Context: an optimization exercise on an open-source flow, tuned for small area, a short achievable clock period and few clock cycles. The choices shown serve that exercise and are no tape-out recipe.
RTL that was checked went through simulation tests only; none was proved equivalent to the original.
Function not checked in runs 1 and 2: the RTL went through the layout flow alone.

--- flow/run.sh ---
#!/bin/bash
# synth_recipe.tcl (not shown) runs the flow's synth.tcl, then flattens the netlist and writes it again
# the make line also repeats each setting of config.mk as NAME=value (left out here)
make -C /OpenROAD-flow-scripts/flow DESIGN_CONFIG=/design/flow/config.mk WORK_HOME=/design/flow/orfs CLKGATE_MAP_FILE= SYNTH_SCRIPT=/design/flow/synth_recipe.tcl finish
--- flow/config.mk ---
export PLATFORM = sky130hd
export DESIGN_NAME = stepstick_motion
export DESIGN_NICKNAME = stepstick_motion
export VERILOG_FILES = /design/flow/design.v
export SDC_FILE = /design/flow/constraint.sdc
export NUM_CORES = 4
export LEC_CHECK = 0
export CAP_MARGIN = 20
export CORE_MARGIN = 2
export CORE_UTILIZATION = 40
export PLACE_DENSITY = 0.6
export SLEW_MARGIN = 20
--- flow/constraint.sdc ---
create_clock -name core_clock -period 7.0 [get_ports {clk}]
set_input_delay 1.4000 -clock core_clock [delete_from_list [all_inputs] [get_ports {clk}]]
set_output_delay 1.4000 -clock core_clock [all_outputs]
set_load 0.01 [all_outputs]
--- flow/design.v ---
module stepstick_motion (
    input  wire        clk,
    input  wire        rst,           
    input  wire        cmd_valid,
    output wire        cmd_ready,
    input  wire [1:0]  cmd_op,
    input  wire [31:0] cmd_arg,
    output reg         rsp_valid,
    output wire [7:0]  rsp_status,
    output wire [47:0] rsp_data
);
    localparam [1:0] OP_INIT      = 2'd0;
    localparam [1:0] OP_MICROSTEP = 2'd1;
    localparam [1:0] OP_SPEED     = 2'd2;
    localparam [1:0] OP_ANGLE     = 2'd3;
    localparam [22:0] DV1 = 23'd1406250;    
    localparam [22:0] DV2 = 23'd2812500;
    localparam [22:0] DV3 = 23'd4218750;
    localparam [19:0] C7  = 20'd703125;     
    localparam [35:0] KK  = 36'haab2aaab0;
    localparam [1:0] S_FIRST = 2'd0;
    localparam [1:0] S_RUN   = 2'd1;
    localparam [1:0] S_FIN   = 2'd2;
    reg        hs;
    reg [15:0] steps;
    reg [3:0]  ms;
    reg [34:0] cc;
    reg [3:0]  smsb;     
    reg        snz;      
    reg        rdy;
    reg [1:0]  st;
    reg [1:0]  op;
    reg [31:0] mr;       
    reg        ob;       
    reg [35:0] S;        
    reg [35:0] C;        
    reg [1:0]  cy;       
    reg [4:0]  cnt;
    reg [5:0]  ix;       
    reg [1:0]  tp;       
    reg        p;        
    reg [1:0]  dif;      
    reg [2:0]  dpv;      
    reg [1:0]  tpv;      
    reg        pend;     
    reg        s2, s01;  
    assign cmd_ready  = rdy;
    assign rsp_status = {5'd0, s2, s01, s01};
    assign rsp_data   = {13'd0, S[34:0]};
    function [37:0] bsel(input [2:0] b, input [34:0] x);
        reg one, two, neg;
        reg [35:0] mag;
        begin
            one = b[1] ^ b[0];
            two = (b[2] & ~b[1] & ~b[0]) | (~b[2] & b[1] & b[0]);
            neg = b[2];
            mag = one ? {1'b0, x} : (two ? {x, 1'b0} : 36'd0);
            bsel = {neg, ~neg, neg ? ~mag : mag};
        end
    endfunction
    wire [37:0] be0 = bsel({mr[1], mr[0], ob}, cc);
    wire [37:0] be1 = bsel({mr[3], mr[2], mr[1]}, cc);
    wire [39:0] l1a = {4'd0, S};
    wire [39:0] l1b = {4'd0, C};
    wire [39:0] l1c = {3'd0, be0[36:0]};
    wire [39:0] s1  = l1a ^ l1b ^ l1c;
    wire [39:0] c1  = (l1a & l1b) | (l1a & l1c) | (l1b & l1c);
    wire [39:0] l2b = {c1[38:0], cy[0]};
    wire [39:0] l2c = {1'b0, be1[36:0], cy[1], be0[37]};
    wire [39:0] s2v = s1 ^ l2b ^ l2c;
    wire [39:0] c2v = (s1 & l2b) | (s1 & l2c) | (l2b & l2c);
    wire [39:0] c2s = {c2v[38:0], 1'b0};
    wire [5:0]  low = {2'd0, s2v[3:0]} + {2'd0, c2s[3:0]} + {3'd0, be1[37], 2'b00};
    wire [35:0] kc  = KK | {34'd0, cy};
    wire [35:0] fs  = S ^ C ^ kc;
    wire [35:0] fc  = {((S & C) | (S & kc) | (C & kc)), 1'b0};
    wire [35:0] wv  = fs + fc;
    wire        v_ovf = |wv[35:24];
    reg  [5:0]  hr1;
    always @(*) begin
        hr1 = 6'd0;
        case (cmd_arg[31:26])
            6'd0: hr1 = 6'd0;
            6'd1: hr1 = 6'd38;
            6'd2: hr1 = 6'd31;
            6'd3: hr1 = 6'd24;
            6'd4: hr1 = 6'd17;
            6'd5: hr1 = 6'd10;
            6'd6: hr1 = 6'd3;
            6'd7: hr1 = 6'd41;
            6'd8: hr1 = 6'd34;
            6'd9: hr1 = 6'd27;
            6'd10: hr1 = 6'd20;
            6'd11: hr1 = 6'd13;
            6'd12: hr1 = 6'd6;
            6'd13: hr1 = 6'd44;
            6'd14: hr1 = 6'd37;
            6'd15: hr1 = 6'd30;
            6'd16: hr1 = 6'd23;
            6'd17: hr1 = 6'd16;
            6'd18: hr1 = 6'd9;
            6'd19: hr1 = 6'd2;
            6'd20: hr1 = 6'd40;
            6'd21: hr1 = 6'd33;
            6'd22: hr1 = 6'd26;
            6'd23: hr1 = 6'd19;
            6'd24: hr1 = 6'd12;
            6'd25: hr1 = 6'd5;
            6'd26: hr1 = 6'd43;
            6'd27: hr1 = 6'd36;
            6'd28: hr1 = 6'd29;
            6'd29: hr1 = 6'd22;
            6'd30: hr1 = 6'd15;
            6'd31: hr1 = 6'd8;
            6'd32: hr1 = 6'd1;
            6'd33: hr1 = 6'd39;
            6'd34: hr1 = 6'd32;
            6'd35: hr1 = 6'd25;
            6'd36: hr1 = 6'd18;
            6'd37: hr1 = 6'd11;
            6'd38: hr1 = 6'd4;
            6'd39: hr1 = 6'd42;
            6'd40: hr1 = 6'd35;
            6'd41: hr1 = 6'd28;
            6'd42: hr1 = 6'd21;
            6'd43: hr1 = 6'd14;
            6'd44: hr1 = 6'd7;
            6'd45: hr1 = 6'd0;
            6'd46: hr1 = 6'd38;
            6'd47: hr1 = 6'd31;
            6'd48: hr1 = 6'd24;
            6'd49: hr1 = 6'd17;
            6'd50: hr1 = 6'd10;
            6'd51: hr1 = 6'd3;
            6'd52: hr1 = 6'd41;
            6'd53: hr1 = 6'd34;
            6'd54: hr1 = 6'd27;
            6'd55: hr1 = 6'd20;
            6'd56: hr1 = 6'd13;
            6'd57: hr1 = 6'd6;
            6'd58: hr1 = 6'd44;
            6'd59: hr1 = 6'd37;
            6'd60: hr1 = 6'd30;
            6'd61: hr1 = 6'd23;
            6'd62: hr1 = 6'd16;
            6'd63: hr1 = 6'd9;
            default: hr1 = 6'd0;
        endcase
    end
    wire [6:0]  hl  = cmd_arg[25:19];
    wire [5:0]  hr2 = (hl >= 7'd90) ? hl - 7'd90 : (hl >= 7'd45) ? hl - 7'd45 : hl[5:0];
    wire [6:0]  hsum = {1'b0, mr[30:25]} + {1'b0, mr[24:19]};
    wire [5:0]  At0 = (hsum >= 7'd45) ? hsum - 7'd45 : hsum[5:0];
    wire [5:0]  At  = mr[24:19];
    wire [18:0] Al  = mr[18:0];
    wire [7:0]  A3  = {ob, mr[31:25]};
    wire [23:0] q   = {C[35:19], S[35:29]};
    wire [5:0]  Rt  = S[28:23];
    wire [3:0]  Pt  = S[22:19];
    wire [18:0] Ls  = S[18:0];
    wire [18:0] Lc  = C[18:0];
    wire [7:0]  Ut  = tp[1] ? (tp[0] ? A3 : {1'b0, At, 1'b0}) : (tp[0] ? {2'b0, At} : 8'd0);
    wire [8:0]  T9  = {1'b0, Rt, 2'b00} + {3'b0, Pt, 2'b00} + {1'b0, Ut};
    reg  [2:0]  ad;
    reg  [5:0]  atr;
    always @(*) begin
        if      (T9 >= 9'd315) begin ad = 3'd7; atr = T9 - 9'd315; end
        else if (T9 >= 9'd270) begin ad = 3'd6; atr = T9 - 9'd270; end
        else if (T9 >= 9'd225) begin ad = 3'd5; atr = T9 - 9'd225; end
        else if (T9 >= 9'd180) begin ad = 3'd4; atr = T9 - 9'd180; end
        else if (T9 >= 9'd135) begin ad = 3'd3; atr = T9 - 9'd135; end
        else if (T9 >= 9'd90)  begin ad = 3'd2; atr = T9 - 9'd90;  end
        else if (T9 >= 9'd45)  begin ad = 3'd1; atr = T9 - 9'd45;  end
        else                   begin ad = 3'd0; atr = T9[5:0];     end
    end
    wire [22:0] o1  = {2'd0, Ls, 2'b00};
    wire [22:0] o2  = {2'd0, Lc, 2'b00};
    wire [22:0] o3  = tp[1] ? {3'd0, Al, 1'b0} : 23'd0;
    wire [22:0] o4  = tp[0] ? {4'd0, Al} : 23'd0;
    wire [22:0] x1  = o1 ^ o2 ^ o3;
    wire [22:0] y1  = {((o1 & o2) | (o1 & o3) | (o2 & o3)), 1'b0};
    wire [22:0] x2  = x1 ^ y1 ^ o4;
    wire [22:0] y2  = {((x1 & y1) | (x1 & o4) | (y1 & o4)), 1'b0};
    wire [3:0]  ptn = x2[22:19] + y2[22:19];
    wire [23:0] qa  = q + {21'd0, p, 2'b00};
    wire [23:0] qn  = {qa[21:0], ad[1:0]};
    wire [4:0]  dval = {1'b0, dif, 2'b00} + {3'd0, tpv} - {2'd0, dpv};
    wire [1:0]  dupd = pend ? ((dval >= 5'd3) ? 2'd3 : dval[1:0]) : dif;
    wire [19:0] lsum = {1'b0, Ls} + {1'b0, Lc};
    wire [6:0]  vt   = {1'b0, Rt} + {3'd0, Pt};
    wire [8:0]  v2u  = {1'b0, vt, 1'b0} + {7'd0, lsum[19:18]};
    wire        rnd  = v2u >= 9'd45;
    wire [23:0] qb   = qa + 24'd1;
    wire        czero = (dupd == {1'b0, rnd});
    function sbit(input [15:0] s, input [5:0] k);
        sbit = k[5] ? 1'b0 : s[k[3:0]];
    endfunction
    wire [4:0]  nb   = {1'b0, smsb} + 5'd9 - {1'b0, ms};      
    wire [5:0]  ix0  = nb[0] ? {2'd0, smsb} - 6'd1 : {2'd0, smsb};
    wire [5:0]  ixn  = (st == S_FIRST) ? ix0 : ix - 6'd2;
    wire [1:0]  tpn  = {sbit(steps, ixn), sbit(steps, ixn - 6'd1)};
    reg  [3:0]  imsb;
    integer i;
    always @(*) begin
        imsb = 4'd0;
        for (i = 0; i < 16; i = i + 1)
            if (mr[i]) imsb = i[3:0];
    end
    wire [73:0] xpp  = {52'd0, C7, 2'b00};
    wire [1:0]  xpr  = xpp[{cnt, 1'b0} +: 2];
    wire [22:0] r4   = {S[20:0], xpr};
    wire [23:0] t1   = {1'b0, r4} - {1'b0, DV1};
    wire [23:0] t2   = {1'b0, r4} - {1'b0, DV2};
    wire [23:0] t3   = {1'b0, r4} - {1'b0, DV3};
    wire [1:0]  dd   = !t3[23] ? 2'd3 : !t2[23] ? 2'd2 : !t1[23] ? 2'd1 : 2'd0;
    wire [20:0] rn   = !t3[23] ? t3[20:0] : !t2[23] ? t2[20:0] : !t1[23] ? t1[20:0] : r4[20:0];
    wire [3:0]  msn  = (op == OP_INIT) ? 4'd8 : mr[3:0];
    wire [15:0] sv   = (op == OP_INIT) ? mr[15:0] : steps;
    always @(posedge clk) begin
        if (rst) begin
            rdy       <= 1'b1;
            hs        <= 1'b0;
            rsp_valid <= 1'b0;
        end else begin
            rsp_valid <= 1'b0;
            if (rdy) begin
                op  <= cmd_op;
                mr  <= (cmd_op == OP_ANGLE) ? {1'b0, hr1, hr2, cmd_arg[18:0]} : cmd_arg;
                ob  <= 1'b0;
                S   <= {4'd0, ~cmd_arg[31], {31{cmd_arg[31]}}};
                C   <= 36'd0;
                cy  <= 2'd0;
                st  <= S_FIRST;
                if (cmd_valid) rdy <= 1'b0;
            end else begin
                case (op)
                OP_INIT, OP_MICROSTEP: begin
                    if (st == S_FIRST) begin
                        if (op == OP_MICROSTEP && !hs) begin
                            rsp_valid <= 1'b1; s2 <= 1'b0; s01 <= 1'b1; rdy <= 1'b1;
                        end else if (op == OP_MICROSTEP && mr[7:0] > 8'd8) begin
                            rsp_valid <= 1'b1; s2 <= 1'b1; s01 <= 1'b1; rdy <= 1'b1;
                        end else begin
                            if (op == OP_INIT) begin
                                hs    <= 1'b1;
                                steps <= mr[15:0];
                                smsb  <= imsb;
                                snz   <= |mr[15:0];
                            end
                            ms  <= msn;
                            if (msn[0]) begin
                                S   <= {16'd0, sv, 4'd0};
                                cnt <= 5'd17 - {2'd0, msn[3:1]};
                            end else begin
                                S   <= {17'd0, sv, 3'd0};
                                cnt <= 5'd18 - {2'd0, msn[3:1]};
                            end
                            cc <= 35'd0;
                            st <= S_RUN;
                        end
                    end else begin
                        S   <= {15'd0, rn};
                        cc  <= {cc[32:0], dd};
                        cnt <= cnt - 5'd1;
                        if (cnt == 5'd1) begin
                            S <= {1'b0, cc[32:0], dd};
                            rsp_valid <= 1'b1; s2 <= 1'b0; s01 <= 1'b0; rdy <= 1'b1;
                        end
                    end
                end
                OP_SPEED: begin
                    if (st == S_FIRST && !hs) begin
                        rsp_valid <= 1'b1; s2 <= 1'b0; s01 <= 1'b1; rdy <= 1'b1;
                    end else if (st == S_FIN) begin
                        S <= {12'd0, ~wv[23], wv[22:0]};
                        rsp_valid <= 1'b1; s2 <= v_ovf; s01 <= 1'b0; rdy <= 1'b1;
                    end else begin
                        S   <= s2v[39:4];
                        C   <= c2s[39:4];
                        cy  <= low[5:4];
                        mr  <= {4'b0000, mr[31:4]};
                        ob  <= mr[3];
                        if (st == S_FIRST) begin
                            cnt <= 5'd7;
                            st  <= S_RUN;
                        end else begin
                            cnt <= cnt - 5'd1;
                            if (cnt == 5'd1) st <= S_FIN;
                        end
                    end
                end
                default: begin  
                    if (st == S_FIRST) begin
                        if (!hs) begin
                            rsp_valid <= 1'b1; s2 <= 1'b0; s01 <= 1'b1; rdy <= 1'b1;
                        end else begin
                            {ob, mr[31:25]} <= {2'd0, At0} + {1'b0, At0, 1'b0};
                            mr[24:19] <= At0;
                            S   <= (snz & nb[0]) ? {17'd0, Al} : 36'd0;
                            S[28:23] <= (snz & nb[0]) ? At0 : 6'd0;
                            C   <= 36'd0;
                            p   <= 1'b0;
                            dif <= {1'b0, snz & nb[0]};
                            pend <= 1'b0;
                            ix  <= ixn;
                            tp  <= tpn;
                            cnt <= nb[4:1];
                            st  <= (snz && nb[4:1] != 4'd0) ? S_RUN : S_FIN;
                        end
                    end else if (st == S_RUN) begin
                        S   <= {qn[6:0], atr, ptn, x2[18:0]};
                        C   <= {qn[23:7], y2[18:0]};
                        p   <= ad[2];
                        dif <= dupd;
                        dpv <= ad;
                        tpv <= tp;
                        pend <= 1'b1;
                        ix  <= ixn;
                        tp  <= tpn;
                        cnt <= cnt - 5'd1;
                        if (cnt == 5'd1) st <= S_FIN;
                    end else begin
                        S <= czero ? 36'd0 : {12'd0, rnd ? qb : qa};
                        rsp_valid <= 1'b1; s2 <= 1'b0; s01 <= 1'b0; rdy <= 1'b1;
                    end
                end
                endcase
            end
        end
    end
endmodule
==> results of run 1 <==
-- kinds of logic (layout without fill, tap and decap cells) --
| family | Yosys count | count (layout) | share of synthesized area |
|---|---|---|---|
| AO/OA/AOI/OAI | 835 | 835 | 0.2138 |
| AND/OR/NAND/NOR | 791 | 791 | 0.1592 |
| buffers and inverters | 473 | 405 | 0.07932 |
| adder cells (fa/ha/maj) | 339 | 339 | 0.2035 |
| flip-flops | 198 | 198 | 0.2345 |
| XOR/XNOR | 168 | 168 | 0.05977 |
| multiplexers | 103 | 103 | 0.04975 |
| other | 1 | 18 | 0.0001487 |
-- per-stage QoR --
| stage | hold slack [ns] | std cells | area (um^2) |
|---|---|---|---|
| after floorplan | 0.4206 | 2925 | 25290 |
| after global placement | 0.6437 | 3670 | 26500 |
| after detailed placement | 0.6596 | 3670 | 26510 |
| after CTS | 0.6816 | 3702 | 27150 |
| after global routing | 0.7003 | 3703 | 27170 |
| final | 0.6959 | 3703 | 27170 |
-- cells in the mapped netlist, drive strengths merged (33+ instances only) --
master,number,area [um^2]
a21oi,263,1316
inv,240,900.9
edfxtp,195,5856
nand2,190,713.2
nor2,180,683.2
ha,175,2190
o21ai,157,785.8
clkbuf,143,536.8
fa,130,2603
xnor2,116,1023
nor2b,97,606.8
buf,89,559.3
and2,81,506.7
o22ai,61,381.6
nand3,51,265.3
xor2,51,461.7
nor3,50,255.3
mux2,46,521.8
mux2i,44,440.4
o31ai,44,344.1
a211oi,34,255.2
maj3,34,340.3
a221oi,33,289.0
-- worst reg2reg max path, delay by kind of cell (launching register included) --
family	cells	cell delay, ns
compound gates	12	2.40
fa+ha+maj	2	0.56
buf+inv	2	0.53
flops	1	0.65
xor+xnor	1	0.36
simple gates	6	1.10
-- state kept, by name (all words and copies together), names as in the netlist, 3 cells and up --
signal  flops
dpv         3
cnt         5
ix          6
cc         35
steps      16
smsb        4
C          36
ms          4
mr         32
S          36
-- final timing paths --
check	to
setup / recovery	S[5]
hold / removal	steps[5]
setup reg to reg	S[5]
hold reg to reg	steps[5]
-- per-layer routing --
| layer | vias up | share of wire |
|---|---|---|
| met4 | 2 | 0.055 |
| met1 | 11123 | 0.40 |
| li1 | 10266 | - |
| met3 | 225 | 0.079 |
| met2 | 1108 | 0.46 |
| met5 | - | 0.00013 |
-- final cells by class --
type,count,area (um^2)
clock buffer,17,425.4
clock inverter,15,211.5
fill,6221,35560
inverter,241,904.6
multi-input combinational,2254,17450
sequential,198,5919
tap,846,1059
timing repair buffer,132,1201
==> run summary, run 1 <==
Final period util 0.8386; most used cell, CP a21oi_1; sequential area share after synthesis 0.2345; Setup Buffers After CTS 0; status timing/DRC/antenna clean; vias in the first global route between 20000 and 25000; GRT met2 Usage 0.4406; largest net degree at the start of global routing 74; Mapped Cells roughly 2900; Final Hold Viols 0; Std-Cell Rows a little over 90; final setup vio count 0; Worst Path Required just over 7 ns; # nets final ~3200; reg2reg setup slack 1.13 ns; final setup margin between 1 and 1.5 ns; CP Depth 23; Syn. warnings 1; Hold Crit Start steps[5]; Area growth, synth to finish 7.734%; CP peak stage delay approximately 0.65 ns; CP endpoint kind flip-flop; most frequent cells in the layout 262 x a21oi_1, 236 x inv_1, 195 x edfxtp_1; IO Count between 90 and 100; met1 Usage GRT 0.3615; hold depth 1; # diodes 0; CTS tree done; Cell variety after synth 95; CTS max path bufs 2; post_cts resized 0; FFs w/ async S/R, synth 0; ys flop type edfxtp_1; origin of the worst setup path S[4]; 1st-iter DRT viols between 2000 and 2500; most common cell after layout, fill and taps aside a21oi_1; Final ANT Viol Nets 0; Port-buffer cells 76; final slew viol count 0; reg2reg path depth 23; unrepaired setup endpoints after global routing no; Remaining DRCs 0; CP max FO 11; share of layout cells above drive strength 1 0.06755; CTS Buf Count 17; Place WS approximately 1.3 ns; gpl congestion about 1; Yosys reg bits ~200; Die Ht around 260 um; TNS Setup 0 ns; Final Util 0.4331; critical path class reg -> reg; placed wire-length estimate around 70 mm; Starting Density 0.4021; Via density 6.137; Crit path arrival time about 6.1 ns; Die ar. 65080 um^2; synthesized area per cell between 8 and 9 um^2; clock root buffer clkbuf_16; Post-synth EDFFs 195; hold_buf cts 0; cell family with most CP delay compound AO/OA/AOI/OAI gates; total congestion overflow 0; Num Clock Sinks 198; final clock skew around 0.025 ns; core region area 62740 um^2; DRT Pass-1 Iters 6; slowest CP cell edfxtp_1; launching point of the worst reg2reg path S[4]; via count of the routed design roughly 23000; Worst-Skew Late Latency a little under 0.5 ns; busiest layer in global routing met2; first-pass GRT wire length between 100 and 150 mm; Fmax achieved 0.1704 GHz; Hold Crit Class reg -> reg; initial antenna violation count 2; DRT Wirelength ~91 mm; htree depth 4; Slew HR 0.2276; routed len/inst ~25 um; Die X-Extent about 260 um; cell area after synthesis between 20000 and 30000 um^2; Tmin final around 6 ns; met3 Use GR 0.04515; Critical Path, Cell by Cell inv_1 -> ha_1 -> and4_1 -> a21oi_1 -> a21oi_1 -> o31ai_1 -> nand2b_1 -> a21oi_1 -> o21ai_0 -> a211oi_1 -> o21ai_0 -> o211a_1 -> ha_1 -> nor3b_4 -> xnor3_1 -> nor3_1 -> and3_1 -> o31ai_4 -> buf_4 -> and2_0 -> a2111oi_0 -> o21ai_0 -> a21oi_1; Max Cap Viol 0; Slew @ Worst Pin about 1.2 ns; CP Launch Type flip-flop; Buf/Inv on CP 2; All-Layer GR Usage 0.2770; Worst-path clk slew 0.10 ns
==> inputs of run 2 (changes only) <==
--- a/flow/design.v
+++ b/flow/design.v
@@ -48,28 +48,37 @@
     assign rsp_status = {5'd0, s2, s01, s01};
     assign rsp_data   = {13'd0, S[34:0]};
-    function [37:0] bsel(input [2:0] b, input [34:0] x);
-        reg one, two, neg;
+    function [2:0] bdec(input [2:0] b);
+        bdec = {b[2], (b[2] & ~b[1] & ~b[0]) | (~b[2] & b[1] & b[0]), b[1] ^ b[0]};
+    endfunction
+    function [11:0] bdec4(input [8:0] b);
+        bdec4 = {bdec(b[8:6]), bdec(b[6:4]), bdec(b[4:2]), bdec(b[2:0])};
+    endfunction
+    function [37:0] bsel(input [2:0] d, input [34:0] x);
         reg [35:0] mag;
         begin
-            one = b[1] ^ b[0];
-            two = (b[2] & ~b[1] & ~b[0]) | (~b[2] & b[1] & b[0]);
-            neg = b[2];
-            mag = one ? {1'b0, x} : (two ? {x, 1'b0} : 36'd0);
-            bsel = {neg, ~neg, neg ? ~mag : mag};
+            mag = d[0] ? {1'b0, x} : (d[1] ? {x, 1'b0} : 36'd0);
+            bsel = {d[2], ~d[2], d[2] ? ~mag : mag};
         end
     endfunction
-    wire [37:0] be0 = bsel({mr[1], mr[0], ob}, cc);
-    wire [37:0] be1 = bsel({mr[3], mr[2], mr[1]}, cc);
-    wire [39:0] l1a = {4'd0, S};
-    wire [39:0] l1b = {4'd0, C};
-    wire [39:0] l1c = {3'd0, be0[36:0]};
-    wire [39:0] s1  = l1a ^ l1b ^ l1c;
-    wire [39:0] c1  = (l1a & l1b) | (l1a & l1c) | (l1b & l1c);
-    wire [39:0] l2b = {c1[38:0], cy[0]};
-    wire [39:0] l2c = {1'b0, be1[36:0], cy[1], be0[37]};
-    wire [39:0] s2v = s1 ^ l2b ^ l2c;
-    wire [39:0] c2v = (s1 & l2b) | (s1 & l2c) | (l2b & l2c);
-    wire [39:0] c2s = {c2v[38:0], 1'b0};
-    wire [5:0]  low = {2'd0, s2v[3:0]} + {2'd0, c2s[3:0]} + {3'd0, be1[37], 2'b00};
+    reg  [11:0] bd;      
+    wire [37:0] be0 = bsel(bd[2:0], cc);
+    wire [37:0] be1 = bsel(bd[5:3], cc);
+    wire [37:0] be2 = bsel(bd[8:6], cc);
+    wire [37:0] be3 = bsel(bd[11:9], cc);
+    wire [43:0] oa = {8'd0, S};
+    wire [43:0] ob_ = {8'd0, C};
+    wire [43:0] oc = {7'd0, be0[36:0]};
+    wire [43:0] od = {5'd0, be1[36:0], 1'b0, be0[37]};
+    wire [43:0] oe = {3'd0, be2[36:0], 1'b0, be1[37], cy};
+    wire [43:0] of = {1'b0, be3[36:0], 1'b0, be2[37], 4'd0};
+    wire [43:0] sa = oa ^ ob_ ^ oc;
+    wire [43:0] ca = {((oa & ob_) | (oa & oc) | (ob_ & oc)), 1'b0};
+    wire [43:0] sb = od ^ oe ^ of;
+    wire [43:0] cb = {((od & oe) | (od & of) | (oe & of)), 1'b0};
+    wire [43:0] sc = sa ^ ca ^ sb;
+    wire [43:0] ccv = {((sa & ca) | (sa & sb) | (ca & sb)), 1'b0};
+    wire [43:0] s2v = sc ^ ccv ^ cb;
+    wire [43:0] c2s = {((sc & ccv) | (sc & cb) | (ccv & cb)), 1'b0};
+    wire [9:0]  low = {2'd0, s2v[7:0]} + {2'd0, c2s[7:0]} + {3'd0, be3[37], 6'd0};
     wire [35:0] kc  = KK | {34'd0, cy};
     wire [35:0] fs  = S ^ C ^ kc;
@@ -187,8 +196,19 @@
     wire [4:0]  dval = {1'b0, dif, 2'b00} + {3'd0, tpv} - {2'd0, dpv};
     wire [1:0]  dupd = pend ? ((dval >= 5'd3) ? 2'd3 : dval[1:0]) : dif;
-    wire [19:0] lsum = {1'b0, Ls} + {1'b0, Lc};
+    reg  [17:0] pg, pp_;
+    integer  lv, j;
+    always @(*) begin
+        pg  = Ls[17:0] & Lc[17:0];
+        pp_ = Ls[17:0] ^ Lc[17:0];
+        for (lv = 1; lv < 18; lv = lv * 2)
+            for (j = 17; j >= lv; j = j - 1) begin
+                pg[j]  = pg[j] | (pp_[j] & pg[j - lv]);
+                pp_[j] = pp_[j] & pp_[j - lv];
+            end
+    end
+    wire        c18  = pg[17];
+    wire [1:0]  u    = {(Ls[18] & Lc[18]) | ((Ls[18] ^ Lc[18]) & c18), Ls[18] ^ Lc[18] ^ c18};
     wire [6:0]  vt   = {1'b0, Rt} + {3'd0, Pt};
-    wire [8:0]  v2u  = {1'b0, vt, 1'b0} + {7'd0, lsum[19:18]};
-    wire        rnd  = v2u >= 9'd45;
+    wire        rnd  = (vt >= 7'd23) | ((u != 2'd0) & (vt >= 7'd22)) | ((u == 2'd3) & (vt >= 7'd21));
     wire [23:0] qb   = qa + 24'd1;
     wire        czero = (dupd == {1'b0, rnd});
@@ -228,4 +248,5 @@
                 mr  <= (cmd_op == OP_ANGLE) ? {1'b0, hr1, hr2, cmd_arg[18:0]} : cmd_arg;
                 ob  <= 1'b0;
+                bd  <= bdec4({cmd_arg[7:0], 1'b0});
                 S   <= {4'd0, ~cmd_arg[31], {31{cmd_arg[31]}}};
                 C   <= 36'd0;
@@ -234,4 +255,6 @@
                 if (cmd_valid) rdy <= 1'b0;
             end else begin
+                S <= s2v[43:8];
+                C <= c2s[43:8];
                 case (op)
                 OP_INIT, OP_MICROSTEP: begin
@@ -276,11 +299,11 @@
                         rsp_valid <= 1'b1; s2 <= v_ovf; s01 <= 1'b0; rdy <= 1'b1;
                     end else begin
-                        S   <= s2v[39:4];
-                        C   <= c2s[39:4];
-                        cy  <= low[5:4];
-                        mr  <= {4'b0000, mr[31:4]};
-                        ob  <= mr[3];
+                        S   <= s2v[43:8];
+                        C   <= c2s[43:8];
+                        cy  <= low[9:8];
+                        mr  <= {8'd0, mr[31:8]};
+                        bd  <= bdec4(mr[15:7]);
                         if (st == S_FIRST) begin
-                            cnt <= 5'd7;
+                            cnt <= 5'd3;
                             st  <= S_RUN;
                         end else begin
--- a/flow/config.mk
+++ b/flow/config.mk
@@ -10,3 +10,4 @@
 export CORE_UTILIZATION = 40
 export PLACE_DENSITY = 0.6
+export SETUP_SLACK_MARGIN = 2.5
 export SLEW_MARGIN = 20
==> run 2 against run 1 <==
  * Still clean on timing, DRC and antenna
  * Critical path depth grew 1
  * First-iteration DRC count up 50%
  * Fmax is 20% higher
  * Critical path type unchanged
==> run summary, run 2 <==
Final ANT Viol Nets 0 (unchanged); # nets final 3635 (+14%); Die X-Extent 268.2 um (+5.1%); clock root buffer clkbuf_16; Post-DP Area 29260 um^2 (+10%); Largest regs C x36, S x36, cc x35; Die Ht 268.2 um (+5.1%); design area 32220 um^2 (+19%); Worst-Skew Late Latency 0.60 ns (+0.11 ns); reg2reg path depth 24 (+4.3%); top post-synthesis cells by count 252 x inv_1, 237 x nand2_1, 231 x nor2_1; CP endpoint kind flip-flop; met3 Use GR 0.05516 (+0.01001); CP peak stage delay 0.50 ns (-0.15 ns); critical path class reg -> reg; CTS tree done; busiest layer in global routing met2; via count of the routed design 25803 (+14%); Hold Crit Class reg -> reg; Std-Cell Rows 96 (+4.3%); slowest CP cell fa_1; gpl congestion 1.035 (+4.6%); Cells after DPL 3998 (+8.9%); Starting Density 0.4056 (+0.003578); Synth area leaders edfxtp_1 22%, fa_1 14%, ha_1 8.4%; launching point of the worst reg2reg path S[2]; CTS Buf Count 27 (+10); final cell count without fillers 4165 (+12%); met1 Usage GRT 0.4209 (+0.05936); share of layout cells above drive strength 1 0.1382 (+0.07067); Port-buffer cells 76 (unchanged); CP max FO 6 (-5); Hold EP C[33]; final slew viol count 0 (unchanged); status timing/DRC/antenna clean; cell area after synthesis 27920 um^2 (+11%); Yosys reg bits 206 (+4.0%); most common cell in the netlist inv_1; GRT met2 Usage 0.4829 (+0.04232); Slew HR 0.2516 (+0.02397); Tmin final 4.897 ns (-0.9728 ns); final setup vio count 0 (unchanged); Cell variety after synth 102 (+7.4%); synthesized area per cell 8.807 um^2 (+1.5%); Final Util 0.4682 (+0.03500); All-Layer GR Usage 0.3175 (+0.04046); total congestion overflow 0 (unchanged); Fmax achieved 0.2042 GHz (+20%); Remaining DRCs 0 (unchanged); routed len/inst 27.70 um (+12%); Num Clock Sinks 206 (+4.0%); placed wire-length estimate 84.26 mm (+20%); DRT Wirelength 115.4 mm (+26%); # diodes 0 (unchanged); CTS max path bufs 3 (+1); Die ar. 71920 um^2 (+11%); hold depth 1 (unchanged); FFs w/ async S/R, synth 0 (unchanged); IO Count 95 (unchanged); Crit path arrival time 5.20 ns (-0.90 ns); core region area 68830 um^2 (+9.7%); Critical Path, Cell by Cell buf_6 -> ha_4 -> fa_2 -> a31oi_4 -> o21bai_1 -> a21oi_1 -> o21ai_1 -> nand3_1 -> a21oi_2 -> nor2_2 -> o221ai_4 -> fa_1 -> o21bai_1 -> a221o_1 -> nand4_1 -> a211oi_2 -> clkbuf_16 -> nor3_4 -> buf_6 -> xnor2_4 -> a21oi_4 -> buf_4 -> a221oi_2 -> a311oi_1; Final period util 0.6996 (-0.1390); CP Launch Type flip-flop; most frequent cells in the layout 249 x inv_1, 233 x nand2_1, 216 x nor2_1; Yosys top cell area share 0.2183 (-0.01381); hold_buf cts 0 (unchanged); Worst-path clk slew 0.07 ns (-0.03 ns); reg2reg setup slack 2.10 ns (+0.97 ns); vias in the first global route 24260 (+13%); most common cell after layout, fill and taps aside inv_1; final clock skew 0.02549 ns (+0.0008969 ns); Mapped Cells 3170 (+9.0%); Critical R2R Capture S[3]; Syn. warnings 1 (unchanged); ys flop type edfxtp_1; first-pass GRT wire length 167.4 mm (+24%); Post-synth EDFFs 203 (+4.1%); unrepaired setup endpoints after global routing yes; Hold Crit Start rdy; largest net degree at the start of global routing 69 (-6.8%); TNS Setup 0 ns (unchanged); 1st-iter DRT viols 3634 (+50%); initial antenna violation count 2 (unchanged); Final Hold Viols 0 (unchanged); cell family with most CP delay compound AO/OA/AOI/OAI gates; DRT Pass-1 Iters 6 (unchanged); Max Cap Viol 0 (unchanged); area leader, netlist edfxtp_1; sequential area share after synthesis 0.2205 (-0.01404); Buf/Inv on CP 4 (+2); Slew @ Worst Pin 1.123 ns (-0.03221 ns); Worst Path Required 7.30 ns (+0.07 ns); Worst Hold Slack 0.6433 ns (-0.05255 ns); Area growth, synth to finish 15.41%; htree depth 1 (-3); Via density 6.195 (+0.95%)
-- run 2: cell count changes in the layout (fill, tap and decap cells not counted), moves of 17 or more --
cell	delta
o22ai_1	-37
nor2_1	+40
xor2_1	+17
o31ai_1	-24
buf_6	+17
a22oi_1	+135
buf_4	+104
maj3_1	-33
fa_1	+61
nand2_1	+43
o21ai_0	+37
xnor2_1	+85
a21oi_1	-91
nor2b_1	-73
-- run 2: worst max-delay path by stage --
| stage | startpoint | endpoint | slack [ns] | cells after the start |
|---|---|---|---|---|
| 5_1_grt | C[1] | S[8] | 1.92 | 23 |
| 3_5_place_dp | S[1] | S[2] | 1.26 | 21 |
| 2_1_floorplan | S[1] | S[19] | 2.47 | 21 |
| 4_1_cts | S[2] | S[6] | 2.20 | 23 |
| 3_3_place_gp | S[1] | S[2] | 1.31 | 21 |
| 6_report | S[2] | S[3] | 2.10 | 24 |
-- run 2: cells by family after synthesis --
family,count (synthesis),share of synthesized area
buf+inv,532,0.08054
fa+ha+maj,386,0.2259
other cells,1,0.0001343
compound gates,871,0.2085
simple gates,800,0.1366
flops,206,0.2205
mux,94,0.03971
xor+xnor,280,0.08811
-- run 2: worst register-to-register path: stages (launching register included) --
cell,delay (ns)
edfxtp_1,0.38
buf_6,0.14
ha_4,0.16
fa_2,0.35
a31oi_4,0.15
o21bai_1,0.09
a21oi_1,0.15
o21ai_1,0.09
nand3_1,0.09
a21oi_2,0.07
nor2_2,0.14
o221ai_4,0.15
fa_1,0.50
o21bai_1,0.15
a221o_1,0.23
nand4_1,0.13
a211oi_2,0.37
clkbuf_16,0.20
nor3_4,0.04
buf_6,0.14
xnor2_4,0.17
a21oi_4,0.14
buf_4,0.16
a221oi_2,0.34
a311oi_1,0.10
-- run 2: layout make-up --
cell class	count	area (um^2)
fillers	6602	36610
multi-input cells	2450	20430
flip-flops and latches	206	6160
repair buffers	267	2476
well taps	931	1165
inverters	261	996.0
clock buffers	30	686.9
clock inverters	20	307.8
-- run 2: layer usage --
| metal | share of wire | wire length, um | vias to the layer above |
|---|---|---|---|
| li1 | - | - | 11276 |
| met1 | 0.39 | 45560 | 12639 |
| met2 | 0.44 | 50280 | 1541 |
| met3 | 0.096 | 11070 | 343 |
| met4 | 0.073 | 8457 | 4 |
| met5 | 0.00023 | 26 | - |
-- run 2: stage by stage --
stage,setup slack (ns)
global placement,1.307
floorplan,2.474
detailed placement,1.265
global route,1.918
finish,2.103
CTS,2.204
-- run 2: what timing repair did --
item / CTS / global route
pin swaps: 54 / 47
gates cloned: 5 / 0
endpoints found under the hold margin: 0 / 0
gates resized for setup: 114 / 70
buffers inserted: 55 / 56
setup endpoints to repair: 37 / 36
==> inputs of run 3 (changes only) <==
--- a/flow/design.v
+++ b/flow/design.v
@@ -238,9 +238,5 @@
     wire [15:0] sv   = (op == OP_INIT) ? mr[15:0] : steps;
     always @(posedge clk) begin
-        if (rst) begin
-            rdy       <= 1'b1;
-            hs        <= 1'b0;
-            rsp_valid <= 1'b0;
-        end else begin
+        begin
             rsp_valid <= 1'b0;
             if (rdy) begin
@@ -351,4 +347,9 @@
             end
         end
+        if (rst) begin
+            rdy       <= 1'b1;
+            hs        <= 1'b0;
+            rsp_valid <= 1'b0;
+        end
     end
 endmodule
==> run 3 against run 2 <==
  * Utilization is 1.5 points lower
  * Global-route usage is 0.54 points lower
  * Die area shrank 0.91%
  * Count of clock-buffer cells in the layout grew 6
  * Via count up 3.1%
  * Critical endpoint is now S[27]
  * Highest routed layer is now met4
==> run summary, run 3 <==
status timing/DRC/antenna clean; final clock skew 0.01791 ns (-0.007576 ns); htree depth 1 (unchanged); CP endpoint kind flip-flop; Yosys top cell area share 0.1426 (-0.07577); Final Util 0.4535 (-0.01463); Setup crit end S[27]; Cells after DPL 4081 (+2.1%); reg2reg path depth 15 (-38%); Std-Cell Rows 96 (unchanged); reg2reg setup slack 2.45 ns (+0.34 ns); most frequent cells in the layout 297 x inv_1, 237 x nand2_1, 204 x xnor2_1; Max Cap Viol 0 (unchanged); # nets final 3669 (+0.94%); DRT Wirelength 114.9 mm (-0.40%); launching point of the worst reg2reg path tp[1]; gpl congestion 1.023 (-1.1%); Area growth, synth to finish 12.45%; Worst Path Required 7.46 ns (+0.16 ns); cell area after synthesis 27660 um^2 (-0.92%); Post-synth EDFFs 126 (-38%); final cell count without fillers 4203 (+0.91%); Critical R2R Capture S[27]; CP max FO 7 (+1); area leader, netlist fa_1; mux share of post-synthesis cell area 0.03669 (-0.003023); Critical Path, Cell by Cell buf_6 -> mux2_2 -> a22o_1 -> fa_1 -> ha_2 -> fa_2 -> buf_4 -> nor3_2 -> o21ai_0 -> a32o_1 -> a221o_1 -> a311oi_2 -> xor2_1 -> a221oi_1 -> nor3_1; Via density 6.327 (+2.1%); Synth Area in Adders 0.2280 (+0.002105); share of layout cells above drive strength 1 0.1169 (-0.02133); Syn. warnings 1 (unchanged); largest net degree at the start of global routing 47 (-32%); placed wire-length estimate 82.51 mm (-2.1%); routed len/inst 27.34 um (-1.3%); total congestion overflow 0 (unchanged); ys flop type edfxtp_1; Num Clock Sinks 206 (unchanged); Worst-Skew Late Latency 0.59 ns (about the same); Worst-path clk slew 0.06 ns (about the same); Hold Crit Class reg -> reg; Cell variety after synth 98 (-3.9%); via count of the routed design 26591 (+3.1%); FFs w/ async S/R, synth 0 (unchanged); synthesized area per cell 8.456 um^2 (-4.0%); Slew @ Worst Pin 1.170 ns (+0.04756 ns); Synth Area in Simple Gates 0.1439 (+0.007290); CP peak stage delay 0.50 ns (about the same); CP Launch Type flip-flop; CTS tree done; Tmin final 4.554 ns (-0.3428 ns); most common cell in the netlist inv_1; most common cell after layout, fill and taps aside inv_1; Die ar. 71270 um^2 (-0.91%); DRT Pass-1 Iters 7 (+1); vias in the first global route 24809 (+2.3%); Remaining DRCs 0 (unchanged); final setup vio count 0 (unchanged); xor/xnor share of the synthesized area 0.08518 (-0.002933); Slew HR 0.2139 (-0.03771); largest family of logic cells by synthesized area adder cells; critical path class reg -> reg; Final ANT Viol Nets 0 (unchanged); TNS Setup 0 ns (unchanged); clock root buffer clkbuf_16; 1st-iter DRT viols 3623 (-0.30%); Crit path arrival time 5.02 ns (-0.18 ns); Mapped Cells 3271 (+3.2%); Final Hold Viols 0 (unchanged); Largest regs C x36, S x36, cc x35; final setup margin 2.446 ns (+0.3428 ns); top post-synthesis cells by count 299 x inv_1, 239 x nand2_1, 207 x xnor2_1; Final period util 0.6506 (-0.04897); Die Ht 267.0 um (-0.45%); Place WS 1.555 ns (+0.2901 ns); All-Layer GR Usage 0.3120 (-0.005429); CTS max path bufs 3 (unchanged); Synth area leaders fa_1 14%, edfxtp_1 14%, ha_1 8.5%; origin of the worst setup path tp[1]; first-pass GRT wire length 166.0 mm (-0.81%); unrepaired setup endpoints after global routing yes; sequential area share after synthesis 0.1947 (-0.02581); Port-buffer cells 76 (unchanged); Starting Density 0.4033 (-0.002337); core region area 68590 um^2 (-0.35%); CTS Buf Count 28 (+3.7%); Synth Area in Compound Gates 0.2202 (+0.01167); slowest CP cell fa_1; Yosys reg bits 206 (unchanged); Fmax achieved 0.2196 GHz (+7.5%); Die X-Extent 267.0 um (-0.45%); IO Count 95 (unchanged); initial antenna violation count 3 (+1); final slew viol count 0 (unchanged)
run 3: cell types whose count changed after synthesis, moves of 15 or more:
| cell | delta |
|---|---|
| nor2_1 | -27 |
| mux2i_1 | -15 |
| a21oi_1 | +16 |
| clkbuf_1 | +16 |
| edfxtp_1 | -77 |
| dfxtp_1 | +77 |
| nor3_1 | +29 |
| inv_1 | +47 |
run 3: worst min path at each step:
stage / from / endpoint / slack [ns] / depth (start not counted)
floorplan: tp[1] / tpv[1] / 0.45 / 0
global placement: ob / ob / 0.50 / 2
detailed placement: ob / ob / 0.51 / 2
CTS: ob / ob / 0.53 / 2
global route: cy[1] / cy[1] / 0.56 / 2
finish: ob / ob / 0.53 / 2
run 3: area by class of cell:
cell class	count	area [um^2]
antenna	4	10.01
clock buffer	36	782.0
clock inverter	15	133.9
fill	6674	37480
inverter	304	1150
multi-input combinational	2495	20430
sequential	206	5416
tap	931	1165
timing repair buffer	212	2022
run 3: logic make-up after synthesis:
| family | after synthesis |
|---|---|
| AO/OA/AOI/OAI | 912 |
| AND/OR/NAND/NOR | 827 |
| buffers and inverters | 589 |
| adder cells (fa/ha/maj) | 386 |
| XOR/XNOR | 269 |
| flip-flops | 206 |
| multiplexers | 81 |
| other | 1 |
run 3: what timing repair did:
item,CTS,global route
endpoints found under the hold margin,0,0
setup endpoints to repair,35,33
hold buffers,0,0
buffers inserted,26,34
resized for setup,58,104
cloned,2,5
pin swaps,20,60
run 3: stage by stage:
stage	hold WS, ns	area (um^2)
2_1_floorplan	0.4537	27730
3_3_place_gp	0.4970	28840
3_5_place_dp	0.5116	28850
4_1_cts	0.5293	30260
5_1_grt	0.5564	31090
6_report	0.5272	31100
run 3: worst max-delay path, delay by kind of cell, from the launching register on:
family | cells | cell delay (ns)
AO/OA/AOI/OAI | 6 | 1.57
XOR/XNOR | 1 | 0.13
adder cells (fa/ha/maj) | 3 | 1.20
buffers and inverters | 2 | 0.36
flip-flops | 1 | 0.46
multiplexers | 1 | 0.33
AND/OR/NAND/NOR | 2 | 0.36
run 3: per-layer routing:
metal | wire, um | vias up | GRT usage
li1 | - | 11483 | -
met1 | 44210 | 12977 | 0.4106
met2 | 49320 | 1747 | 0.4685
met3 | 13450 | 384 | 0.07455
met4 | 7949 | 0 | 0.1767
met5 | 0 | - | 0
Testbench counts of run 3, summed over its fixed seeds: cycles 26,747.
==> inputs of run 4 (changes only) <==
--- a/flow/config.mk
+++ b/flow/config.mk
@@ -10,4 +10,4 @@
 export CORE_UTILIZATION = 40
 export PLACE_DENSITY = 0.6
-export SETUP_SLACK_MARGIN = 2.5
+export SETUP_SLACK_MARGIN = 3.0
 export SLEW_MARGIN = 20
==> run 4 against run 3 <==
  * Still clean
  * Wire length is 5.0% higher
  * Worst setup slack improved by 0.092 ns
  * Fmax up 2.1%
  * Sequential share of layout area is 0.74 points lower
  * Critical path type unchanged
  * Largest cell class unchanged
  * Highest routed layer unchanged
==> run summary, run 4 <==
placed wire-length estimate 85.04 mm (+3.1%); vias in the first global route 25570 (+3.1%); sequential area share after synthesis 0.1947 (unchanged); core region area 68590 um^2 (unchanged); DRT met1 WL 46.68 mm (+5.6%); Tmin final 4.463 ns (-0.09164 ns); Via density 6.332 (about the same); CP max FO 15 (+8); most common cell after layout, fill and taps aside inv_1; via count of the routed design 27068 (+1.8%); 1st-iter DRT viols 3307 (-8.7%); most common cell in the netlist inv_1; Final ANT Viol Nets 0 (unchanged); Mapped Cells 3271 (unchanged); Hold Crit Class reg -> reg; Final Hold Viols 0 (unchanged); Starting Density 0.4033 (unchanged); # nets final 3742 (+2.0%); design area 32590 um^2 (+4.8%); Fmax achieved 0.2241 GHz (+2.1%); CTS max path bufs 3 (unchanged); final clock skew 0.02733 ns (+0.009420 ns); DRT Wirelength 120.7 mm (+5.0%); Remaining DRCs 0 (unchanged); CP endpoint kind flip-flop; synthesized area per cell 8.456 um^2 (unchanged); critical path class reg -> reg; Worst Path Required 7.47 ns (about the same); CTS tree done; final setup vio count 0 (unchanged); WL met2 51.05 mm (+3.5%); routed len/inst 28.23 um (+3.2%); All-Layer GR Usage 0.3312 (+0.01915); IO Count 95 (unchanged); top post-synthesis cells by count 299 x inv_1, 239 x nand2_1, 207 x xnor2_1; CTS Buf Count 28 (unchanged); CP Launch Type flip-flop; Yosys top cell area share 0.1426 (unchanged); Yosys reg bits 206 (unchanged); Crit path arrival time 4.93 ns (-0.09 ns); gpl congestion 1.008 (-1.5%); area leader, netlist fa_1; FFs w/ async S/R, synth 0 (unchanged); htree depth 1 (unchanged); Slew HR 0.2229 (+0.009029); initial antenna violation count 2 (-1); Num Clock Sinks 206 (unchanged); cell area after synthesis 27660 um^2 (unchanged); total congestion overflow 0 (unchanged); share of layout cells above drive strength 1 0.1679 (+0.05097); Cells after DPL 4077 (-0.098%); max layer used met4; Die Ht 267.0 um (unchanged); most frequent cells in the layout 294 x inv_1, 233 x nand2_1, 197 x xnor2_1; Synth area leaders fa_1 14%, edfxtp_1 14%, ha_1 8.5%; Std-Cell Rows 96 (unchanged); status timing/DRC/antenna clean; TNS Setup 0 ns (unchanged); Post-DP Area 28920 um^2 (+0.23%); Die X-Extent 267.0 um (unchanged); Worst-Skew Late Latency 0.59 ns (about the same); first-pass GRT wire length 174.5 mm (+5.1%); final slew viol count 0 (unchanged); Cell variety after synth 98 (unchanged); unrepaired setup endpoints after global routing yes; Die ar. 71270 um^2 (unchanged); ys flop type edfxtp_1; Area growth, synth to finish 17.83%; Final period util 0.6375 (-0.01309); Worst-path clk slew 0.06 ns (about the same); Slew @ Worst Pin 1.157 ns (-0.01344 ns); Max Cap Viol 0 (unchanged); hold_buf cts 0 (unchanged); Post-synth EDFFs 126 (unchanged); Syn. warnings 1 (unchanged); Largest regs C x36, S x36, cc x35; Port-buffer cells 76 (unchanged); final cell count without fillers 4275 (+1.7%); DRT Pass-1 Iters 8 (+1); metal3 WL 13.83 mm (+2.8%); clock root buffer clkbuf_16; largest net degree at the start of global routing 54 (+15%)
==> run 4: cell counts after synthesis <==
No cell type changed its count.
==> run 4: logic make-up after synthesis <==
logic type / after synthesis / synth area share
xor gates and xnor gates: 269 / 0.08518
buffers and inverters: 589 / 0.09124
DFF: 206 / 0.1947
adders and majority gates: 386 / 0.2280
other: 1 / 0.0001356
AOI/OAI and AO/OA: 912 / 0.2202
muxes: 81 / 0.03669
and+or+nand+nor: 827 / 0.1439
==> run 4: path summary, 6_finish.rpt <==
check | from | end | slack (ns) | cells after the start
worst min register to register | ob | ob | 0.52 | 2
worst min-delay path | ob | ob | 0.52 | 2
worst max-delay path | S[31] | S[18] | 2.54 | 10
worst max register to register | S[31] | S[18] | 2.54 | 10
==> run 4: what timing repair did <==
action,in CTS,in global routing
pin swaps,69,88
cloned,8,1
setup endpoints to repair,67,41
gates resized for setup,178,131
buffers inserted,86,49
==> run 4: layer usage <==
layer / vias to the layer above / GRT usage
met1: 13239 / 0.4356
met5: - / 0
li1: 11635 / -
met3: 418 / 0.07907
met4: 0 / 0.2047
met2: 1776 / 0.4894
==> run 4: critical path, stage by stage, from the launching register on <==
cell and delay [ns]:
dfxtp_1 0.41, ha_1 0.34, ha_1 0.43, a21oi_1 0.57, o311ai_0 0.36, a2111oi_4 0.68
nand4b_2 0.48, or4_4 0.62, a31o_2 0.21, o211a_1 0.13, o31a_1 0.11
==> run 4: layout make-up <==
type | count | area [um^2]
Inverter | 304 | 1164
Fill cell | 6590 | 35990
Tap cell | 931 | 1165
Timing Repair Buffer | 283 | 2731
Clock buffer | 33 | 750.7
Multi-Input combinational cell | 2497 | 21140
Antenna cell | 2 | 5.005
Sequential cell | 206 | 5435
Clock inverter | 19 | 196.4
==> run 4: through the flow <==
step           utilization  worst slack, ns  hold slack (ns)
6_report            0.4752            2.537           0.5205
5_1_grt             0.4751            2.434           0.5727
4_1_cts             0.4604            2.534           0.5233
3_5_place_dp        0.4216            1.592           0.5099
3_3_place_gp        0.4215            1.649           0.5128
2_1_floorplan            -            2.835           0.4780
==> inputs of run 5 (changes only) <==
--- a/flow/config.mk
+++ b/flow/config.mk
@@ -8,6 +8,6 @@
 export CAP_MARGIN = 20
 export CORE_MARGIN = 2
-export CORE_UTILIZATION = 40
-export PLACE_DENSITY = 0.6
-export SETUP_SLACK_MARGIN = 3.0
+export CORE_UTILIZATION = 50
+export PLACE_DENSITY = 0.7
+export SETUP_SLACK_MARGIN = 2.5
 export SLEW_MARGIN = 20
==> run 5 against run 4 <==
  * Still clean
  * Sequential share of layout area up 0.90 points
  * Cell count down 7.1%
  * Worst hold slack worse by 0.0010 ns
  * Global-route usage up 7.8 points
  * Fmax down 0.70%
  * Area after synthesis unchanged
  * Clock skew down 0.0093 ns
  * Critical path type unchanged
  * Largest cell class unchanged
==> run summary, run 5 <==
slowest CP cell fa_1; Die X-Extent 239.2 um (-10%); Slew HR 0.2600 (+0.03707); unrepaired setup endpoints after global routing yes; top post-synthesis cells by count 299 x inv_1, 239 x nand2_1, 207 x xnor2_1; Worst-path clk slew 0.06 ns (about the same); core region area 54880 um^2 (-20%); Num Clock Sinks 206 (unchanged); Fmax achieved 0.2225 GHz (-0.70%); final setup vio count 0 (unchanged); Yosys top cell area share 0.1426 (unchanged); Area growth, synth to finish 11.66%; most frequent cells in the layout 298 x inv_1, 237 x nand2_1, 203 x xnor2_1; status timing/DRC/antenna clean; Cell variety after synth 98 (unchanged); Slew @ Worst Pin 1.106 ns (-0.05080 ns); htree depth 1 (unchanged); reg2reg path depth 16 (+6); cell area after synthesis 27660 um^2 (unchanged); CP peak stage delay 0.50 ns (-0.18 ns); Critical Path, Cell by Cell buf_4 -> mux2_2 -> a22o_1 -> fa_1 -> ha_1 -> a211oi_4 -> or2_4 -> buf_4 -> o311a_1 -> buf_4 -> nor3_2 -> a221o_1 -> a311oi_2 -> xor2_1 -> a221oi_2 -> nor3_1; Final ANT Viol Nets 0 (unchanged); CTS Buf Count 27 (-3.6%); most common cell after layout, fill and taps aside inv_1; Die Ht 239.2 um (-10%); routed len/inst 30.26 um (+7.2%); area leader, netlist fa_1; final slew viol count 0 (unchanged); initial antenna violation count 1 (-1); Remaining DRCs 0 (unchanged); hold depth 2 (unchanged); gpl congestion 1.088 (+8.0%); Max Cap Viol 0 (unchanged); ys flop type edfxtp_1; synthesized area per cell 8.456 um^2 (unchanged); Via density 6.848 (+8.1%); Std-Cell Rows 86 (-10%); Starting Density 0.5040 (+0.1007); Syn. warnings 1 (unchanged); first-pass GRT wire length 172.3 mm (-1.2%); hold_buf cts 0 (unchanged); Crit path arrival time 4.97 ns (+0.04 ns); Final period util 0.6420 (+0.004489); DRT Wirelength 120.2 mm (-0.39%); share of layout cells above drive strength 1 0.1236 (-0.04424); largest net degree at the start of global routing 79 (+46%); TNS Setup 0 ns (unchanged); CTS max path bufs 3 (unchanged); All-Layer GR Usage 0.4094 (+0.07822); most used cell, CP buf_4; Final Hold Viols 0 (unchanged); Synth area leaders fa_1 14%, edfxtp_1 14%, ha_1 8.5%; Largest regs C x36, S x36, cc x35; sequential area share after synthesis 0.1947 (unchanged); placed wire-length estimate 86.93 mm (+2.2%); via count of the routed design 27206 (+0.51%); total congestion overflow 0 (unchanged); FFs w/ async S/R, synth 0 (unchanged); 1st-iter DRT viols 3514 (+6.3%); DRT Pass-1 Iters 6 (-2); CP max FO 6 (-9); # nets final 3669 (-2.0%); IO Count 95 (unchanged); final cell count without fillers 3973 (-7.1%); critical path class reg -> reg; Worst Hold Slack 0.5194 ns (-0.001033 ns); Mapped Cells 3271 (unchanged); clock root buffer clkbuf_16; Port-buffer cells 76 (unchanged); vias in the first global route 25840 (+1.1%); Post-synth EDFFs 126 (unchanged); Worst-Skew Late Latency 0.60 ns (about the same); Die ar. 57220 um^2 (-20%); most common cell in the netlist inv_1; Tmin final 4.494 ns (+0.03142 ns); final clock skew 0.01802 ns (-0.009308 ns); CTS tree done; CP endpoint kind flip-flop; Worst Path Required 7.47 ns (about the same); Cells after DPL 3842 (-5.8%); CP Launch Type flip-flop; number of fillers in the final layout 5102 (-23%); Hold Crit Class reg -> reg; Yosys reg bits 206 (unchanged)
-- run 5: routing by layer --
layer  global-route usage  part of all wire  wire (um)  vias up
met5                    0                 0          0        -
met4               0.2496             0.079       9481        0
met3               0.1152              0.13      15850      476
met2               0.6014              0.42      50410     2044
met1               0.5338              0.37      44480    13209
li1                     -                 -          -    11477
-- run 5: repair_timing --
item                                    CTS  global route
pin swaps                                19            51
gates resized for setup                  77           115
buffers inserted                         26            45
gates cloned                              3             5
endpoints found under the setup margin   36            36
-- run 5: final timing paths --
path                            start    end  slack, ns
worst max-delay path            tp[1]  S[27]       2.51
worst min-delay path               ob     ob       0.52
worst max register to register  tp[1]  S[27]       2.51
worst min register to register     ob     ob       0.52
-- run 5: layout make-up --
class,count,area [um^2],share of cell area
sequential,206,5429,0.1758
timing repair buffer,211,1992,0.06449
tap,704,880.8,0.02852
clock buffer,34,721.9,0.02337
inverter,304,1150,0.03723
antenna,1,2.502,0.00008102
clock inverter,16,116.4,0.003767
multi-input combinational,2497,20590,0.6668
-- run 5: worst max-delay path: cells and delay by family, from the launching register on --
kind / cells / cell delay, ns
flops: 1 / 0.46
xor+xnor: 1 / 0.15
buf+inv: 3 / 0.41
fa+ha+maj: 2 / 0.85
simple gates: 3 / 0.36
compound gates: 6 / 1.81
mux: 1 / 0.32
-- run 5: cells by family after synthesis --
kind of cell / share of synthesized area
xor+xnor: 0.08518
buf+inv: 0.09124
simple gates: 0.1439
flops: 0.1947
other cells: 0.0001356
fa+ha+maj: 0.2280
mux: 0.03669
compound gates: 0.2202
-- run 5: through the flow --
step                      cell area, um^2  setup slack [ns]    util
after floorplan                     27730             2.503       -
after global placement              28470             1.613  0.5187
after detailed placement            28480             1.467  0.5190
after CTS                           29900             2.449  0.5449
after global routing                30880             2.378  0.5628
final                               30890             2.506  0.5628
==> inputs of run 6 (changes only) <==
--- a/flow/config.mk
+++ b/flow/config.mk
@@ -12,2 +12,3 @@
 export SETUP_SLACK_MARGIN = 2.5
 export SLEW_MARGIN = 20
+export TNS_END_PERCENT = 5
==> run 6 against run 5 <==
  * Synthesized cell count stayed put
  * Wire length is 0.69% lower
  * Global-route usage is 0.55 points lower
  * Utilization is 0.40 points lower
  * Critical path type unchanged
  * Die area stayed put
  * Critical path depth is 2 lower
==> run summary, run 6 <==
status timing/DRC/antenna clean; CTS tree done; Worst Hold Slack 0.5462 ns (+0.02681 ns); CP peak stage delay 0.55 ns (+0.05 ns); DRT Wirelength 119.4 mm (-0.69%); CP Launch Type flip-flop; critical path class reg -> reg; Remaining DRCs 0 (unchanged); Critical Path, Cell by Cell mux2_2 -> a22o_1 -> fa_1 -> ha_4 -> fa_2 -> nand2_2 -> nor2_1 -> o311a_1 -> or2_4 -> o41a_1 -> mux2_4 -> a211oi_4 -> mux2i_1 -> nand3_1; final clock skew 0.01232 ns (-0.005700 ns); gpl congestion 1.074 (-1.3%); launching point of the worst reg2reg path tp[1]; Hold Crit Start ob; Fmax achieved 0.2201 GHz (-1.1%); top post-synthesis cells by count 299 x inv_1, 239 x nand2_1, 207 x xnor2_1; cell area after synthesis 27660 um^2 (unchanged); most frequent cells in the layout 298 x inv_1, 236 x nand2_1, 204 x xnor2_1; hold depth 2 (unchanged); IO Count 95 (unchanged); Via density 6.801 (-0.68%); FFs w/ async S/R, synth 0 (unchanged); Die X-Extent 239.2 um (unchanged); htree depth 1 (unchanged); Syn. warnings 1 (unchanged); Worst Path Required 7.47 ns (about the same); most common cell after layout, fill and taps aside inv_1; final setup vio count 0 (unchanged); CP max FO 6 (unchanged); Yosys top cell area share 0.1426 (unchanged); Die Ht 239.2 um (unchanged); TNS Setup 0 ns (unchanged); clock root buffer clkbuf_16; initial antenna violation count 6 (+5); share of layout cells above drive strength 1 0.1134 (-0.01022); most common cell in the netlist inv_1; 1st-iter DRT viols 3240 (-7.8%); Buf/Inv on CP 0 (-3); reg2reg path depth 14 (-2); Worst-path clk slew 0.06 ns (about the same); Place WS 1.528 ns (+0.06095 ns); Die ar. 57220 um^2 (unchanged); synthesized area per cell 8.456 um^2 (unchanged); first-pass GRT wire length 171.1 mm (-0.73%); # nets final 3654 (-0.41%); Cells after DPL 3840 (-0.052%); Starting Density 0.5040 (unchanged); unrepaired setup endpoints after global routing yes; reg2reg setup slack 2.46 ns (-0.05 ns); Cell variety after synth 98 (unchanged); placed wire-length estimate 87.17 mm (+0.27%); Final ANT Viol Nets 0 (unchanged); largest net degree at the start of global routing 62 (-22%); Worst-Skew Late Latency 0.61 ns (about the same); Max Cap Viol 0 (unchanged); Area growth, synth to finish 10.86%; Final Hold Viols 0 (unchanged); final cell count without fillers 3959 (-0.35%); Num Clock Sinks 206 (unchanged); final slew viol count 0 (unchanged); Mapped Cells 3271 (unchanged); final setup margin 2.456 ns (-0.04987 ns); Hold EP ob; DRT Pass-1 Iters 6 (unchanged); Synth area leaders fa_1 14%, edfxtp_1 14%, ha_1 8.5%; ys flop type edfxtp_1; CTS Buf Count 28 (+3.7%); Slew @ Worst Pin 1.302 ns (+0.1958 ns); sequential area share after synthesis 0.1947 (unchanged); Critical R2R Capture S[28]; vias in the first global route 25778 (-0.24%); hold_buf cts 0 (unchanged); Final period util 0.6492 (+0.007124); routed len/inst 30.15 um (-0.34%); Port-buffer cells 76 (unchanged); Crit path arrival time 5.01 ns (+0.04 ns); Std-Cell Rows 86 (unchanged); All-Layer GR Usage 0.4039 (-0.005488); total congestion overflow 0 (unchanged); CTS max path bufs 3 (unchanged); area leader, netlist fa_1; Largest regs C x36, S x36, cc x35; Post-synth EDFFs 126 (unchanged); Tmin final 4.544 ns (+0.04987 ns); Hold Crit Class reg -> reg; slowest CP cell fa_2; cell family with most CP delay adder cells; via count of the routed design 26925 (-1.0%); Slew HR 0.1255 (-0.1345); Yosys reg bits 206 (unchanged); core region area 54880 um^2 (unchanged); CP endpoint kind flip-flop
[run 6: cell count changes in the layout (fill, tap and decap cells not counted), moves of 4 or more]
cell and delta:
buf_6 -9, a221oi_1 +8, a221oi_2 -8, a22oi_1 +7, a22oi_2 -7, clkinv_1 -7, bufinv_16 +5, dfxtp_1 +4
[run 6: worst max-delay path by stage]
stage,start,end,slack (ns),cells past startpoint
2_1_floorplan,op[0],cc[0],2.49,7
3_3_place_gp,S[2],S[4],1.55,20
3_5_place_dp,S[2],S[4],1.53,20
4_1_cts,C[2],S[6],2.36,20
5_1_grt,bd[0],cy[0],2.38,18
6_report,tp[1],S[28],2.46,14
[run 6: repair_timing]
item,4_1_cts,5_1_grt
setup endpoints to repair,34,39
cloned,0,3
resized for setup,48,92
setup buffers,13,49
pin swaps,17,40
[run 6: layer usage]
layer	global-route usage	part of all wire	wire length, um
met2	0.6085	0.43	51040
met3	0.1050	0.12	14340
met5	0	0.00044	53
met1	0.5228	0.38	45170
met4	0.2379	0.074	8775
[run 6: tightest hold or removal path: stages (launching register included)]
cell     delay, ns
dfxtp_1       0.32
a31oi_1       0.13
nor3_1        0.05
[run 6: logic make-up (layout without fill, tap and decap cells)]
| group | count (synthesis) | count (layout) | synth area share |
|---|---|---|---|
| AO/OA/AOI/OAI | 912 | 912 | 0.2202 |
| AND/OR/NAND/NOR | 827 | 828 | 0.1439 |
| buffers and inverters | 589 | 554 | 0.09124 |
| adder cells (fa/ha/maj) | 386 | 386 | 0.2280 |
| XOR/XNOR | 269 | 269 | 0.08518 |
| flip-flops | 206 | 206 | 0.1947 |
| multiplexers | 81 | 81 | 0.03669 |
| other | 1 | 19 | 0.0001356 |
[run 6: area by class of cell]
type | count | area [um^2]
Clock buffer | 34 | 763.2
Fill cell | 5015 | 24210
Clock inverter | 18 | 280.3
Sequential cell | 206 | 5416
Tap cell | 704 | 880.8
Antenna cell | 1 | 2.502
Inverter | 304 | 1144
Multi-Input combinational cell | 2494 | 20400
Timing Repair Buffer | 198 | 1782
[run 6: stage by stage]
| stage | util | area, um^2 |
|---|---|---|
| detailed placement | 0.5185 | 28450 |
| global placement | 0.5185 | 28450 |
| finish | 0.5588 | 30660 |
| global route | 0.5587 | 30660 |
| floorplan | - | 27730 |
| CTS | 0.5426 | 29780 |

==> what the ideal ports hide <==
Ports are ideal in the flow. The routed layouts listed here were re-timed in OpenROAD. Step 1, drivers: a clkbuf_16 drives clk and a buf_2 each remaining input, both assumed. Step 2 moves the port delays by t, midway between the first and last clock arrival at a register: inputs arrive t later, outputs are due t later. That takes back most of the time a late clock gives input paths. a / b / c = no drivers / after step 1 / after step 2; a / b = the first two.
| run | t, ns | setup slack, ns | latest minus earliest clock arrival (ns) | worst slew at a driven data input, ns |
|---|---|---|---|---|
| run 1 | 0.542 | 1.130 / 1.130 / 1.130 | 0.025 / 0.025 | 0.04 |
| run 2 | 0.643 | 2.103 / 2.103 / 2.103 | 0.025 / 0.026 | 0.04 |
| run 3 | 0.653 | 2.446 / 2.446 / 2.446 | 0.018 / 0.018 | 0.04 |
| run 4 | 0.640 | 2.537 / 2.537 / 2.537 | 0.028 / 0.028 | 0.05 |
| run 5 | 0.653 | 2.506 / 2.506 / 2.506 | 0.018 / 0.018 | 0.07 |
| run 6 | 0.671 | 2.456 / 2.456 / 2.456 | 0.012 / 0.013 | 0.08 |
After both steps every run listed still meets setup and hold.
